Source: an optimization exercise on an open RTL-to-GDS flow (aim: small area). Production flows keep margins and buffers that such runs may drop.
Only simulation tests tie the RTL to the original design; equivalence was not proved.
Power and IR drop assume default switching activity.

**flow/design.v**
```verilog
module ffm_frame_rx (
    input  wire        clk,
    input  wire        rst,
    input  wire        rx_valid,
    input  wire [7:0]  rx_data,
    output reg         accept,
    output wire [11:0] ch0,
    output wire [11:0] ch1,
    output wire [11:0] ch2,
    output wire [11:0] ch3,
    output wire [11:0] ch4,
    output wire [11:0] ch5,
    output wire [11:0] ch6,
    output wire [11:0] ch7
);
    localparam [7:0]  HDR0    = 8'h20;
    localparam [7:0]  HDR1    = 8'h40;
    localparam [15:0] CK_HDR  = 16'hFFFF - HDR0 - HDR1;    
    localparam integer NCH    = 14;
    reg        sync;         
    reg [4:0]  n;            
    reg [7:0]  prev;         
    reg [15:0] ck;           
    reg [11:0] tf [0:NCH-1]; 
    wire        hdr_match = (prev == HDR0) && (rx_data == HDR1);
    wire [3:0]  pair      = n[4:1];
    wire [15:0] word      = {rx_data, prev};
    wire [15:0] ck_next   = ck - {8'd0, prev} - {8'd0, rx_data};
    integer i;
    always @(posedge clk) begin
        if (rst) begin
            sync   <= 1'b0;
            n      <= 5'd0;
            prev   <= 8'h00;
            ck     <= 16'd0;
            accept <= 1'b0;
            for (i = 0; i < NCH; i = i + 1)
                tf[i] <= 12'd0;
        end else begin
            accept <= 1'b0;
            if (rx_valid) begin
                prev <= rx_data;
                if (hdr_match) begin
                    sync <= 1'b1;
                    n    <= 5'd0;
                    ck   <= CK_HDR;
                end else if (sync) begin
                    if (!n[0]) begin
                        n <= n + 5'd1;
                    end else if (pair < NCH) begin
                        tf[pair] <= word[11:0];
                        ck       <= ck_next;
                        n        <= n + 5'd1;
                    end else begin
                        sync <= 1'b0;
                        n    <= 5'd0;
                        if (word == ck) begin
                            accept <= 1'b1;
                            prev   <= 8'h00;    
                        end
                    end
                end
            end
        end
    end
    assign ch0 = tf[0];
    assign ch1 = tf[1];
    assign ch2 = tf[2];
    assign ch3 = tf[3];
    assign ch4 = tf[4];
    assign ch5 = tf[5];
    assign ch6 = tf[6];
    assign ch7 = tf[7];
endmodule
module ffm_valve #(
    parameter integer TRIM       = 0,
    parameter integer VALVE_MIN  = 50,
    parameter integer VALVE_KNEE = 150
) (
    input  wire        [11:0] x,
    input  wire               dm,
    output reg  signed [15:0] v
);
    localparam integer VALVE_MID = (VALVE_MIN + VALVE_KNEE) / 2;
    wire signed [15:0] o = $signed({4'd0, x}) - TRIM - 16'sd1500;
    wire signed [15:0] m = (o < 0) ? -o : o;
    reg  signed [15:0] c;
    always @* begin
        if (m < VALVE_MIN)
            c = 16'sd0;
        else if (m < VALVE_KNEE)
            c = 16'sd1 + ((m - VALVE_MIN) >>> 1);
        else
            c = m - VALVE_MID;
        if (dm)
            v = o;
        else if (o < 0)
            v = -c;
        else
            v = c;
    end
endmodule
module ffm_ramp #(
    parameter integer STEP     = 10,
    parameter integer RAMP_DB  = 20,
    parameter integer RAMP_MID = 250
) (
    input  wire signed [15:0] target,
    input  wire signed [15:0] prev,
    output reg  signed [15:0] next
);
    wire signed [15:0] abs_t = (target < 0) ? -target : target;
    wire signed [15:0] abs_p = (prev < 0) ? -prev : prev;
    wire signed [15:0] diff  = target - prev;
    wire               snap  = (abs_t < RAMP_DB) && (abs_p > RAMP_MID);
    always @* begin
        if (snap)
            next = target;
        else if (diff > STEP)
            next = prev + STEP;
        else if (diff < -STEP)
            next = prev - STEP;
        else
            next = target;
    end
endmodule
module ffm_mixer (
    input  wire        clk,
    input  wire        rst,
    input  wire        go,           
    input  wire [11:0] ch0,
    input  wire [11:0] ch1,
    input  wire [11:0] ch2,
    input  wire [11:0] ch3,
    input  wire [11:0] ch4,
    input  wire [11:0] ch5,
    input  wire [11:0] ch6,
    input  wire [11:0] ch7,
    output reg  [11:0] duty0,
    output reg  [11:0] duty1,
    output reg  [11:0] duty2,
    output reg  [11:0] duty3,
    output reg  [11:0] duty4,
    output reg  [11:0] duty5,
    output reg  [11:0] duty6,
    output reg  [2:0]  dout,
    output reg  [1:0]  drive_sel,
    output reg         kick
);
    localparam integer SW_LO          = 1300;
    localparam integer SW_HI          = 1700;
    localparam integer CENTER         = 1500;
    localparam integer PUMP_STEP      = 20;
    localparam integer DRV_STEP       = 10;
    localparam integer PUMP_KICK      = 60;
    localparam integer PUMP_DUTY_MIN  = 1500;
    localparam integer PUMP_DUTY_MAX  = 2000;
    localparam integer PUMP_OFF_DUTY  = 1500;
    localparam integer DRV_DUTY_MIN   = 1000;
    localparam integer DRV_DUTY_MAX   = 2000;
    localparam integer VALVE_DUTY_MIN = 1000;
    localparam integer VALVE_DUTY_MAX = 2000;
    reg signed [15:0] ramp_p, ramp_0, ramp_1, ramp_2;
    wire [1:0] mode = (ch6 < SW_LO) ? 2'd0 : (ch6 > SW_HI) ? 2'd2 : 2'd1;
    wire [1:0] aux  = (ch7 < SW_LO) ? 2'd0 : (ch7 > SW_HI) ? 2'd2 : 2'd1;
    wire dm_b = 1'b0;
    wire dm_m = (mode == 2'd2);
    wire dm_s = (mode == 2'd1);
    wire signed [15:0] v_b, v_m, v_s;
    ffm_valve u_valve_b (.x(ch0), .dm(dm_b), .v(v_b));
    ffm_valve u_valve_m (.x(ch1), .dm(dm_m), .v(v_m));
    ffm_valve u_valve_s (.x(ch2), .dm(dm_s), .v(v_s));
    wire signed [15:0] d0 = $signed({4'd0, ch3}) - CENTER;
    wire signed [15:0] d2 = $signed({4'd0, ch5}) - CENTER;
    wire signed [15:0] d1 = $signed({4'd0, ch4}) - CENTER;
    wire signed [15:0] a_b = (v_b < 0) ? -v_b : v_b;
    wire signed [15:0] a_m = (v_m < 0) ? -v_m : v_m;
    wire signed [15:0] a_s = (v_s < 0) ? -v_s : v_s;
    reg signed [15:0] t_p, t_0, t_1, t_2, c_b, c_m, c_s;
    always @* begin
        case (mode)
            2'd1: begin
                t_p = a_b + a_m;
                t_0 = d0 + v_s;
                t_1 = d0 - v_s;
                t_2 = d2;
                c_b = v_b;
                c_m = v_m;
                c_s = 16'sd0;
            end
            2'd2: begin
                t_p = a_b + a_s;
                t_0 = d0 + v_m;
                t_1 = d0 - v_m;
                t_2 = d2;
                c_b = v_b;
                c_m = 16'sd0;
                c_s = v_s;
            end
            default: begin
                t_p = a_b + a_m + a_s;
                t_0 = d0;
                t_1 = d1;
                t_2 = d2;
                c_b = v_b;
                c_m = v_m;
                c_s = v_s;
            end
        endcase
    end
    wire signed [15:0] r_p, r_0, r_1, r_2;
    ffm_ramp #(.STEP(PUMP_STEP)) u_ramp_p (.target(t_p), .prev(ramp_p), .next(r_p));
    ffm_ramp #(.STEP(DRV_STEP))  u_ramp_0 (.target(t_0), .prev(ramp_0), .next(r_0));
    ffm_ramp #(.STEP(DRV_STEP))  u_ramp_1 (.target(t_1), .prev(ramp_1), .next(r_1));
    ffm_ramp #(.STEP(DRV_STEP))  u_ramp_2 (.target(t_2), .prev(ramp_2), .next(r_2));
    wire               pump_active = (r_p != 0);
    wire signed [15:0] p_raw  = CENTER + PUMP_KICK + r_p;
    wire signed [15:0] d0_raw = CENTER + r_0;
    wire signed [15:0] d1_raw = CENTER + r_1;
    wire signed [15:0] d2_raw = CENTER + r_2;
    wire signed [15:0] vb_raw = CENTER + c_b;
    wire signed [15:0] vm_raw = CENTER + c_m;
    wire signed [15:0] vs_raw = CENTER + c_s;
    wire signed [15:0] p_duty =
        !pump_active           ? PUMP_OFF_DUTY :
        (p_raw < PUMP_DUTY_MIN) ? PUMP_DUTY_MIN :
        (p_raw > PUMP_DUTY_MAX) ? PUMP_DUTY_MAX : p_raw;
    wire signed [15:0] d0_duty =
        (d0_raw < DRV_DUTY_MIN) ? DRV_DUTY_MIN : (d0_raw > DRV_DUTY_MAX) ? DRV_DUTY_MAX : d0_raw;
    wire signed [15:0] d1_duty =
        (d1_raw < DRV_DUTY_MIN) ? DRV_DUTY_MIN : (d1_raw > DRV_DUTY_MAX) ? DRV_DUTY_MAX : d1_raw;
    wire signed [15:0] d2_duty =
        (d2_raw < DRV_DUTY_MIN) ? DRV_DUTY_MIN : (d2_raw > DRV_DUTY_MAX) ? DRV_DUTY_MAX : d2_raw;
    wire signed [15:0] vb_duty =
        (vb_raw < VALVE_DUTY_MIN) ? VALVE_DUTY_MIN : (vb_raw > VALVE_DUTY_MAX) ? VALVE_DUTY_MAX : vb_raw;
    wire signed [15:0] vm_duty =
        (vm_raw < VALVE_DUTY_MIN) ? VALVE_DUTY_MIN : (vm_raw > VALVE_DUTY_MAX) ? VALVE_DUTY_MAX : vm_raw;
    wire signed [15:0] vs_duty =
        (vs_raw < VALVE_DUTY_MIN) ? VALVE_DUTY_MIN : (vs_raw > VALVE_DUTY_MAX) ? VALVE_DUTY_MAX : vs_raw;
    always @(posedge clk) begin
        if (rst) begin
            ramp_p    <= 16'sd0;
            ramp_0    <= 16'sd0;
            ramp_1    <= 16'sd0;
            ramp_2    <= 16'sd0;
            duty0     <= CENTER;
            duty1     <= CENTER;
            duty2     <= CENTER;
            duty3     <= PUMP_OFF_DUTY;
            duty4     <= CENTER;
            duty5     <= CENTER;
            duty6     <= CENTER;
            dout      <= 3'b000;
            drive_sel <= 2'd0;
            kick      <= 1'b0;
        end else begin
            kick <= go;
            if (go) begin
                ramp_p    <= r_p;
                ramp_0    <= r_0;
                ramp_1    <= r_1;
                ramp_2    <= r_2;
                duty0     <= vb_duty[11:0];
                duty1     <= vm_duty[11:0];
                duty2     <= vs_duty[11:0];
                duty3     <= p_duty[11:0];
                duty4     <= d0_duty[11:0];
                duty5     <= d1_duty[11:0];
                duty6     <= d2_duty[11:0];
                dout      <= {pump_active, aux == 2'd2, aux != 2'd0};
                drive_sel <= mode;
            end
        end
    end
endmodule
module ffm_servo_mixer (
    input  wire        clk,
    input  wire        rst,
    input  wire        rx_valid,
    input  wire [7:0]  rx_data,
    output wire [11:0] duty0,
    output wire [11:0] duty1,
    output wire [11:0] duty2,
    output wire [11:0] duty3,
    output wire [11:0] duty4,
    output wire [11:0] duty5,
    output wire [11:0] duty6,
    output wire [2:0]  dout,
    output wire [1:0]  drive_sel,
    output wire        kick
);
    wire        accept;
    wire [11:0] ch0, ch1, ch2, ch3, ch4, ch5, ch6, ch7;
    ffm_frame_rx u_rx (
        .clk(clk), .rst(rst),
        .rx_valid(rx_valid), .rx_data(rx_data),
        .accept(accept),
        .ch0(ch0), .ch1(ch1), .ch2(ch2), .ch3(ch3),
        .ch4(ch4), .ch5(ch5), .ch6(ch6), .ch7(ch7)
    );
    ffm_mixer u_mix (
        .clk(clk), .rst(rst), .go(accept),
        .ch0(ch0), .ch1(ch1), .ch2(ch2), .ch3(ch3),
        .ch4(ch4), .ch5(ch5), .ch6(ch6), .ch7(ch7),
        .duty0(duty0), .duty1(duty1), .duty2(duty2), .duty3(duty3),
        .duty4(duty4), .duty5(duty5), .duty6(duty6),
        .dout(dout), .drive_sel(drive_sel), .kick(kick)
    );
endmodule
```
**flow/run.sh**
```bash
#!/bin/bash
# synth_recipe.tcl (not shown) runs the flow's synth.tcl, then flattens the netlist and writes it again
# the make line also repeats each setting of config.mk as NAME=value (left out here)
make -C /OpenROAD-flow-scripts/flow DESIGN_CONFIG=/design/flow/config.mk WORK_HOME=/design/flow/orfs CLKGATE_MAP_FILE= SYNTH_SCRIPT=/design/flow/synth_recipe.tcl finish
```
**flow/config.mk**
```make
export PLATFORM = sky130hd
export DESIGN_NAME = ffm_servo_mixer
export DESIGN_NICKNAME = ffm_servo_mixer
export VERILOG_FILES = /design/flow/design.v
export SDC_FILE = /design/flow/constraint.sdc
export NUM_CORES = 4
export LEC_CHECK = 0
export CAP_MARGIN = 20
export CORE_MARGIN = 2
export CORE_UTILIZATION = 40
export SLEW_MARGIN = 20
```
**flow/constraint.sdc**
```tcl
create_clock -name core_clock -period 20.0 [get_ports {clk}]
set_input_delay 4.0000 -clock core_clock [delete_from_list [all_inputs] [get_ports {clk}]]
set_output_delay 4.0000 -clock core_clock [all_outputs]
set_load 0.01 [all_outputs]
```
==> results.py <==
metrics = {
    "status": {
        "status": "no timing/DRC/antenna violations",
    },
    "hold_path": {
        "hp-start": "u_mix.duty3[10]$_SDFFE_PP1P_",
        "whs_path_depth": 1,
        "min_to": "u_mix.duty3[10]$_SDFFE_PP1P_",
        "hold_path_class": "reg2reg",
    },
    "logic_synthesis": {
        "synth_area_leaders": "dfxtp_1, edfxtp_1, ha_1",
        "synth_warnings": 5,
        "yosysTopAreaCell": "dfxtp_1",
        "yosys-top-cells-count": "nor2_1, nand2_1, a21oi_1",
        "syn-instance-count": 4441,
        "synthDominantCellAreaShare_pct": 11.3,
        "synth_edf_count": 96,
        "async_flop_share_pct": 0,
        "syn_area_per_cell_um2": 7.37,
        "seq_area_frac_synth_pct": 20.1,
        "synth.most_common_cell": "nor2_1",
        "netlist_area_um2": 32700,
        "ys.flop_type": "dfxtp_1",
        "ys_types": 130,
        "synth_seq_cells": 281,
    },
    "final_layout": {
        "num-fill-cells": 8343,
        "utilization_pct": 44.4,
        "final_nets": 4649,
        "drive_gt1_share_pct": 5.85,
        "seqCellArea_um2": 6590,
        "syn_to_final_growth_pct": 9.58,
        "diodes": 0,
        "multi_input_area_um2": 24300,
        "final_area_um2": 35900,
    },
    "setup_path": {
        "path_max_fanout": 25,
        "critPathKind": "reg2reg",
        "cp_data_arrival_time_ps": 14950,
        "slowest_stage": "a2111oi_0",
        "cp_common_cell": "a21oi_1",
        "reg2reg_from": "u_rx.tf[0][2]$_SDFFCE_PN0P_",
        "required_ps": 20460,
        "end_kind": "flip-flop",
        "max_stage_delay_ps": 700,
        "r2r_cells": 52,
        "crit_path_start_kind": "flip-flop",
        "r2r_setup_slack_ps": 5510,
        "r2r-end": "u_mix.duty3[4]$_SDFFE_PP1P_",
    },
    "die": {
        "die_width_um": 290,
        "fp.dieH_um": 290,
        "ios": 101,
        "coreArea_um2": 80800,
        "die_area_um2": 84100,
        "rows": 104,
        "initial_utilization_pct": 40.5,
    },
    "global_routing": {
        "antenna_found_initial": 0,
        "grt_pass1_vias": 30300,
        "grt_usage_pct": 24.9,
        "grt_max_degree": 65,
        "overflow": 0,
        "grt_pass1_wl_mm": 171,
    },
    "sta": {
        "finalSetupTns_ps": 0,
        "max_freq_mhz": 69.0,
        "hold_viol_final": 0,
        "fin_crit_sh_pct": 72.4,
        "setup_viol": 0,
        "rsz0062_at_grt": "no",
        "hold_slack_ps": 449,
        "tightest_slew_ps": 1040,
        "drv_slew": 0,
        "period_needed_ps": 14490,
        "slew_headroom_pct": 28.8,
        "skew_ps": 28.6,
    },
    "cts": {
        "clk_pin_slew_ps": 60,
        "clock-sinks": 281,
        "cts_hold_buf": 0,
        "cts_buffer_depth": 3,
        "cts_resized": 0,
        "clk-insertion-delay-late_ps": 580,
        "postCtsSetupRepairBufs": 0,
        "h-tree-depth": 2,
        "numCtsBuffers": 37,
        "clockRootBuffer": "clkbuf_16",
        "tritoncts": "yes",
    },
    "placed_design": {
        "gp_congestion": 0.955,
        "numPortBuffers": 100,
        "placed_area_um2": 34600,
        "dp_hpwl_mm": 82.8,
    },
    "pwr": {
        "power_mw": 3.93,
        "vdd_drop_max_mv": 0.0870,
        "power.leakage_nw": 13.6,
        "p_per_area_nw_per_um2": 110,
    },
    "flow_run": {
        "drv_cap": 0,
    },
    "routing": {
        "first_pass_iters": 5,
        "drt_iter0_drc": 2572,
        "route.detailed.drc": 0,
        "ant_nets": 0,
        "totalWireLength_mm": 109,
        "wl_per_cell_um": 19.9,
        "viasPerCell": 5.99,
        "vias": 33000,
    },
}
critical path, delay by kind of cell (launching register included):
kind,cells,cell delay (ps)
buf+inv,5,1050
flops,1,510
fa+ha+maj,5,1730
xor+xnor,3,900
compound gates,25,7380
simple gates,11,2100
mux,3,710
where the power goes:
group | internal (mW) | switching, mW | leakage, nW | total (mW)
Sequential | 0.599 | 0.0118 | 2.43 | 0.611
Clock | 0.405 | 0.280 | 0.587 | 0.685
Combinational | 0.978 | 1.66 | 10.5 | 2.64
Total | 1.98 | 1.95 | 13.6 | 3.93
layout make-up:
cell class	instances	area share, %
Clock buffer	53	3.03
Clock inverter	14	0.384
Inverter	278	2.91
Multi-Input combinational cell	3672	67.8
Sequential cell	281	18.4
Tap cell	1060	3.70
Timing Repair Buffer	150	3.83
metal layers:
layer  routed length [um]  up-vias  global-route usage (%)  part of all wire, %
li1                     -    16200                       -                    -
met1                49700    15600                    33.8                   45
met2                50000     1049                    41.1                   46
met3                 6140      169                    2.90                  5.6
met4                 3540        0                    8.07                  3.2
met5                    0        -                       0                    0
state kept, by name (all words and copies together) (netlist names):
signal,count
u_mix.duty4,12
u_mix.duty0,12
u_rx.n,5
u_rx.accept,1
u_mix.ramp_p,16
u_mix.ramp_0,16
u_mix.duty5,12
u_mix.duty6,12
u_rx.tf,96
u_mix.duty3,12
u_mix.dout,3
u_rx.sync,1
u_rx.ck,16
u_mix.ramp_2,16
u_mix.drive_sel,2
u_mix.duty2,12
u_rx.prev,8
u_mix.ramp_1,16
u_mix.kick,1
u_mix.duty1,12
cells by family (layout without fill, tap and decap cells):
family / Yosys count / after routing / synth area share (%)
XOR/XNOR: 366 / 366 / 10.1
flip-flops: 281 / 281 / 20.1
other: 1 / 3 / 0.0115
multiplexers: 73 / 73 / 2.43
buffers and inverters: 490 / 495 / 5.83
AO/OA/AOI/OAI: 1303 / 1303 / 27.1
adder cells (fa/ha/maj): 219 / 219 / 8.73
AND/OR/NAND/NOR: 1708 / 1708 / 25.6
stage by stage:
| stage | cells | setup slack, ps |
|---|---|---|
| floorplan | 4443 | 7260 |
| global placement | 5440 | 5940 |
| detailed placement | 5440 | 5660 |
| CTS | 5507 | 5640 |
| global route | 5508 | 4040 |
| finish | 5508 | 5510 |
worst max path at each step:
stage / slack, ps / end / cells after the start / start
after floorplan: 7260 / u_mix.duty3[4]$_SDFFE_PP1P_ / 54 / u_rx.tf[0][3]$_SDFFCE_PN0P_
after global placement: 5940 / u_mix.duty3[4]$_SDFFE_PP1P_ / 50 / u_rx.tf[0][2]$_SDFFCE_PN0P_
after detailed placement: 5660 / u_mix.duty3[4]$_SDFFE_PP1P_ / 50 / u_rx.tf[0][2]$_SDFFCE_PN0P_
after CTS: 5640 / u_mix.duty3[4]$_SDFFE_PP1P_ / 50 / u_rx.tf[0][2]$_SDFFCE_PN0P_
after global routing: 4040 / u_mix.duty3[4]$_SDFFE_PP1P_ / 53 / u_rx.tf[0][2]$_SDFFCE_PN0P_
final: 5510 / u_mix.duty3[4]$_SDFFE_PP1P_ / 52 / u_rx.tf[0][2]$_SDFFCE_PN0P_
cells in the final DEF (no fill, tap or decap), types with 39 or more instances in the layout:
master           count
nor2_1             466
nand2_1            393
a21oi_1            305
o21ai_0            262
inv_1              254
xnor2_1            242
nor3_1             215
ha_1               202
dfxtp_1            184
nand3_1            131
xor2_1             113
clkdlybuf4s50_1     99
edfxtp_1            96
a211oi_1            87
a21o_1              70
nor4_1              64
and2_1              63
a31oi_1             60
nand2b_1            52
buf_4               50
and3_1              48
mux2i_1             48
or3_1               46
o22ai_1             44
o21a_1              43
clkbuf_16           39

-- re-timing with driven ports --
How much do the figures lean on ideal ports? The routed layout below was timed once more, with nothing changed but the port constraints. Step 1 (the two cells are an assumption about what drives the block):
set clk [get_ports {clk}]
set_driving_cell -lib_cell sky130_fd_sc_hd__clkbuf_16 $clk
set_driving_cell -lib_cell sky130_fd_sc_hd__buf_2 [delete_from_list [all_inputs] $clk]
Step 2 moves the port delays by t, midway between the first and last clock arrival at a register: inputs arrive t later, outputs are due t later. That takes back most of the time a late clock gives input paths. Slacks: ideal ports / drivers / drivers and shift; pairs: ideal ports / drivers.
t (ns): 0.634
slack for setup (ns): 5.511 / 5.511 / 5.511
worst setup path at the end: register to register
latest minus earliest clock arrival (ns): 0.028 / 0.028
worst register clock-pin slew, ns: 0.07 / 0.07
After both steps this run still meets setup and hold. The setup slack of this run moves by 0.000 ns with the drivers and by 0.000 ns with both steps.
